Context: an optimization exercise on an open-source flow, tuned for small area, a short achievable clock period and few clock cycles. The choices shown serve that exercise and are no tape-out recipe. At most, simulation tests tie the RTL to the original design; equivalence was not proved. Power is estimated from default activity; no workload was simulated.

== the baseline ==
Design jel_cap, start of the top module:
module jel_cap (
    input  wire        clk,
    input  wire        rst,           
    input  wire        cmd_valid,
    output wire        cmd_ready,
    input  wire [2:0]  cmd_op,
    input  wire [31:0] cmd_arg,
    input  wire [7:0]  cmd_b,         
    input  wire [31:0] cmd_wb,        
    input  wire [31:0] cmd_hb,        
    input  wire        cmd_ecc,       
    input  wire        cmd_elen,      
    output reg         rsp_valid,
    output wire [7:0]  rsp_code,      
    output wire [31:0] rsp_value
);
Size in the first run: about 2400 cells after synthesis, ~160 flip-flops, about 150 I/O pins, about 15000 µm² of cells after synthesis.
export LEC_CHECK = 0
export CAP_MARGIN = 20
export CORE_MARGIN = 2
export CORE_UTILIZATION = 40
export SLEW_MARGIN = 20
create_clock -name core_clock -period 10.0 [get_ports {clk}]
standard.sh (not shown) runs the stock make flow with config.mk's settings and CLKGATE_MAP_FILE= SYNTH_SCRIPT=/design/flow/synth_recipe.tcl, a recipe that flattens the netlist after the stock synthesis.
==> flow/flow/run.sh <==
#!/bin/bash
# Layout flow: the standard ORFS flow (standard.sh), with these make
# variables changed (the clock period and the constraints are the standard flow's):
#   ADDER_MAP_FILE=     yosys leaves adders to abc instead of mapping them to
#                       the fa/ha cells (the registers are the same)
#   ABC_AREA=1          abc's area script
#   SETUP_SLACK_MARGIN  repair_timing works on paths until this much slack
#   BUFFER_PORTS_ARGS   the cell that buffers each input and output port
#   CTS_BUF_LIST        the clock tree's buffers
# Each step's full log is in orfs/logs/, make's own output in flow_make.log.
set -uo pipefail
bash standard.sh ADDER_MAP_FILE= ABC_AREA=1 SETUP_SLACK_MARGIN=6 'BUFFER_PORTS_ARGS=-buffer_cell sky130_fd_sc_hd__buf_1' CTS_BUF_LIST=sky130_fd_sc_hd__clkbuf_8 finish > flow_make.log 2>&1
Testbench counts of the baseline, summed over its fixed seeds: cycles 9,637.
Relative to the baseline, the following input files were edited for the candidate:
diff --git a/flow/design.v b/flow/design.v
--- a/flow/design.v
+++ b/flow/design.v
@@ -231,13 +231,17 @@
         end
     end
     always @(posedge clk) begin
         first <= accept && !rst;
         k     <= k_n;
         k3    <= {2'b00, k_n} + {1'b0, k_n, 1'b0};
-        acc <= sum[31:0];
+        acc  <= sum[31:0];
+        y    <= {y[29:0], 2'b00};
+        ybig <= ybig | y[31] | y[30];
+        ptr  <= {1'b0, ptr[7:1]};
+        ovf  <= ovf_n;
         rem <= stB[7:0];
         dq  <= {stA[9:8], stB[9:8]};
         if (rdy || s_err || (s_post && ecc && !elen))
             acc <= 32'd0;
         if (s_post && ecc && elen)
             acc <= 32'hFFFF_FFFF;
@@ -263,23 +267,16 @@
             y         <= cmd_wb;
             h         <= is_mulop ? cmd_hb : cmd_arg;
             ptr       <= in_ptr;
             d         <= (cmd_op == OP_ECCLEN) ? cmd_b - 8'd5 : cmd_b;
         end
         if (s_mul) begin
-            ovf  <= ovf_n;
-            ybig <= ybig | y[31] | y[30];
-            y    <= {y[29:0], 2'b00};
             h    <= {2'b00, h[31:2]};
             if (mul_last)
                 y <= elen ? 32'hFFFF_FFFC : 32'd0;    
         end
-        if (s_div) begin
-            ovf  <= ovf_n;
-            ptr  <= {1'b0, ptr[7:1]};
-        end
         if (s_post && ecc) begin
             h    <= acc;
             ptr  <= acc_ptr;
         end
     end
 endmodule
Notes after the runs:
The candidate reports its critical setup path kind as input pin to flip-flop while the baseline reports flip-flop to flip-flop. The total power of the baseline and that of the candidate are within noise of each other. Compared with the baseline, the candidate shows proportion of synthesized chip area in sequential cells lower by 1.7 points. Compared with the baseline, the candidate shows a part of the total power dissipated in sequential elements that is 1.3 points lower. Per the comparison of the candidate with the baseline, maximum net fanout on the critical path went up by 27, die area went down by 1600 µm². Cmp the candidate and the baseline / cell count after synthesis / lower: the baseline. Timing endpoint of the critical path: h[0]$_DFFE_PP_ -> the candidate, rem[1]$_DFF_P_ -> the baseline. Adder-cell share of the synthesized area essentially unchanged between the candidate and the baseline. Between the candidate and the baseline, the share of the cycle needed by the critical path after routing is higher for the candidate. Higher non-clock buffer instance count of the final layout among the candidate and the baseline: the baseline.
Only the layout flow was run in the candidate; the RTL was not checked for function there.

---

Another version of the RTL of jel_cap (not shown whole).
For scale: roughly 2600 cells after synthesis, about 170 flip-flops, roughly 150 I/O pins, about 0.016 mm2 of cells after synthesis.
export LEC_CHECK = 0
export CAP_MARGIN = 20
export CORE_MARGIN = 2
export CORE_UTILIZATION = 40
export SLEW_MARGIN = 20
create_clock -name core_clock -period 10.0 [get_ports {clk}]
Scripts as last shown in full above: flow/flow/run.sh
Change:
--- a/flow/design.v
+++ b/flow/design.v
@@ -79,13 +79,13 @@
     endfunction
     wire [9:0] d1 = {2'b00, d};
     wire [9:0] d2 = {1'b0, d, 1'b0};
     wire [9:0] d3;
     wire       d3_co;
     skadd #(.W(10)) u_d3 (.a(d1), .b(d2), .cin(1'b0), .s(d3), .cout(d3_co));
-    wire [3:0] nib = nib_at(acc, ptr);
+    wire [3:0] nib = nib_at(h, ptr);
     wire [9:0] stA, stB;
     r4step u_sa (.t({rem, nib[3:2]}), .a1(d1), .a2(d2), .a3(d3), .qr(stA));
     r4step u_sb (.t({stA[7:0], nib[1:0]}), .a1(d1), .a2(d2), .a3(d3), .qr(stB));
     wire s_dq = s_div | s_fin;
     wire inc  = s_fin & (f_ecclen | (f_eccceil & (rem != 8'd0)));
     wire [11:0] k1x = {4'd0, k};
@@ -98,29 +98,29 @@
                      ({12{qa == 2'd3}} & k3x);
     wire [11:0] mb = ({12{qb == 3'd1}} & k1x) | ({12{qb == 3'd2}} & k2x) |
                      ({12{qb == 3'd3}} & k3x) | ({12{qb == 3'd4}} & k4x);
     wire [3:0]  fill = (f_cap & elen) ? (s_fin ? 4'd12 : 4'd15) : 4'd0;
     wire        sel0 = (s_mul & h[0]) | s_post;
     wire        sel1 = s_mul & h[1];
-    wire [31:0] opa  = first ? 32'd0 : s_dq ? {y[27:0], fill} : acc;
+    wire [31:0] opa  = s_dq ? {acc[27:0], fill} : acc;
     wire [31:0] row0 = ({32{sel0}} & y) | ({32{s_dq}} & {18'd0, ma, 2'b00});
     wire [31:0] row1 = ({32{sel1}} & {y[30:0], 1'b0}) | ({32{s_dq}} & {20'd0, mb});
     wire pre_ovf = s_mul ? (((h[0] | h[1]) & (ybig | y[31])) | (h[1] & y[30]))
-                         : (!first && y[31:27] != 5'd0);
+                         : (acc[31:27] != 5'd0);
     wire [31:0] cs_s = opa ^ row0 ^ row1;
     wire [31:0] cs_c = (opa & row0) | (opa & row1) | (row0 & row1);
     wire [32:0] sum;
     wire        sum_co;
     skadd #(.W(33)) u_add (.a({1'b0, cs_s}), .b({cs_c, 1'b0}), .cin(1'b0), .s(sum), .cout(sum_co));
     wire ovf_n = ovf | pre_ovf | sum[32] | sum[31];
     wire mul_last = (h[31:2] == 30'd0);
     wire cap_bad = (acc[31:3] == 29'd0) && (acc[2:0] <= 3'd4);    
     wire dk_zero = (dq == 4'd0) || (k == 8'd0);
     wire dk_le4  = dk_zero || (dq == 4'd1 && k <= 8'd4) || (dq == 4'd2 && k <= 8'd2) ||
                    ((dq == 4'd3 || dq == 4'd4) && k == 8'd1);
-    wire fin_bad = elen ? ((&y) && dk_le4) : ((y == 32'd0) && dk_zero);
+    wire fin_bad = elen ? ((&acc) && dk_le4) : ((acc == 32'd0) && dk_zero);
     wire [7:0] k_n = f_ecclen ? d + 8'd5 : f_eccceil ? d : d - 8'd5;
     wire d_le4  = (d <= 8'd4);
     wire b_err  = f_ecclen ? (d >= 8'd251 || d == 8'd0) :
                   (f_eccceil | f_capecc) ? d_le4 :
                   f_cap ? (ecc & d_le4) : 1'b0;
     wire op_err = ~(f_ecclen | f_eccceil | f_capecc | f_raw | f_cap);
@@ -224,20 +224,19 @@
         end
     end
     always @(posedge clk) begin
         first <= accept && !rst;
         k     <= k_n;
         k3    <= {2'b00, k_n} + {1'b0, k_n, 1'b0};
+        acc <= sum[31:0];
         rem <= stB[7:0];
         dq  <= {stA[9:8], stB[9:8]};
-        if (rdy)
-            acc <= cmd_arg;
-        if (s_mul || s_fin || (s_post && !ecc))
-            acc <= sum[31:0];
-        if (s_err)
+        if (rdy || s_err || (s_post && ecc && !elen))
             acc <= 32'd0;
+        if (s_post && ecc && elen)
+            acc <= 32'hFFFF_FFFF;
         if (rdy || s_mul || s_post) begin
             rem <= 8'd0;
             dq  <= 4'd0;
         end
         if (rdy && in_skip)
             rem <= {4'd0, nib_at(cmd_arg, in_top)};
@@ -252,13 +251,13 @@
             ecc       <= cmd_ecc;
             elen      <= cmd_elen;
             nzero     <= (cmd_wb == 32'd0) || (cmd_hb == 32'd0);
             ovf       <= 1'b0;
             ybig      <= 1'b0;
             y         <= cmd_wb;
-            h         <= cmd_hb;
+            h         <= is_mulop ? cmd_hb : cmd_arg;
             ptr       <= in_ptr;
             d         <= (cmd_op == OP_ECCLEN) ? cmd_b - 8'd5 : cmd_b;
         end
         if (s_mul) begin
             ovf  <= ovf_n;
             ybig <= ybig | y[31] | y[30];
@@ -266,17 +265,16 @@
             h    <= {2'b00, h[31:2]};
             if (mul_last)
                 y <= elen ? 32'hFFFF_FFFC : 32'd0;    
         end
         if (s_div) begin
             ovf  <= ovf_n;
-            y    <= sum[31:0];                    
             ptr  <= {1'b0, ptr[7:1]};
         end
         if (s_post && ecc) begin
-            y    <= elen ? 32'hFFFF_FFFF : 32'd0;
+            h    <= acc;
             ptr  <= acc_ptr;
         end
     end
 endmodule
 module r4step (
     input  wire [9:0] t,
=> The new run finished with timing, DRC and antenna clean. Power fell by 10%. Maximum frequency grows by about 1.8%. Sequential power went down by about 5%. First-iteration DRC count is lower by about 19%. Die area decreases by 2.8%. Global-route usage drops by 2.1 points. Via count came out lower by 6.3%. Worst setup slack improves by 0.070 ns. Worst hold slack improves by 0.075 ns. Routed wire length fell by 10%. Cell count fell by about 5%. Area after synthesis goes down by 2.9%. Core utilization fell by 2.1 points.
No functional check of the RTL was part of any run of this note.

==> static timing again, ports no longer ideal <==
The flow's constraints put no driver on any port. The routed layouts listed below were extracted and timed again, unchanged, in two steps.
Step 1: set_driving_cell puts a clkbuf_16 on clk and a buf_2 on each other input, an assumption about the parent block.
Step 2, shift: input delay + t, output delay - t, t = (earliest + latest rising clock arrival at the registers) / 2. This alone moves slack from input paths to output paths.
Three values: no drivers, after step 1, after step 2; two values: the first two.
| run | t (ns) | setup slack, ns | worst data-port slew with drivers (ns) |
|---|---|---|---|
| the baseline | 0.564 | 6.195 / 6.190 / 5.691 | 0.03 |
| the candidate | 0.548 | 6.135 / 6.138 / 5.608 | 0.07 |
| the first run of note 2 | 0.573 | 6.077 / 6.105 / 5.532 | 0.05 |
| the second run of note 2 | 0.553 | 6.147 / 6.166 / 5.622 | 0.04 |
After both steps every run listed still meets setup and hold. The setup slack of the first run of note 2, which loses most, moves by +0.028 ns with the drivers and by -0.545 ns with both steps.
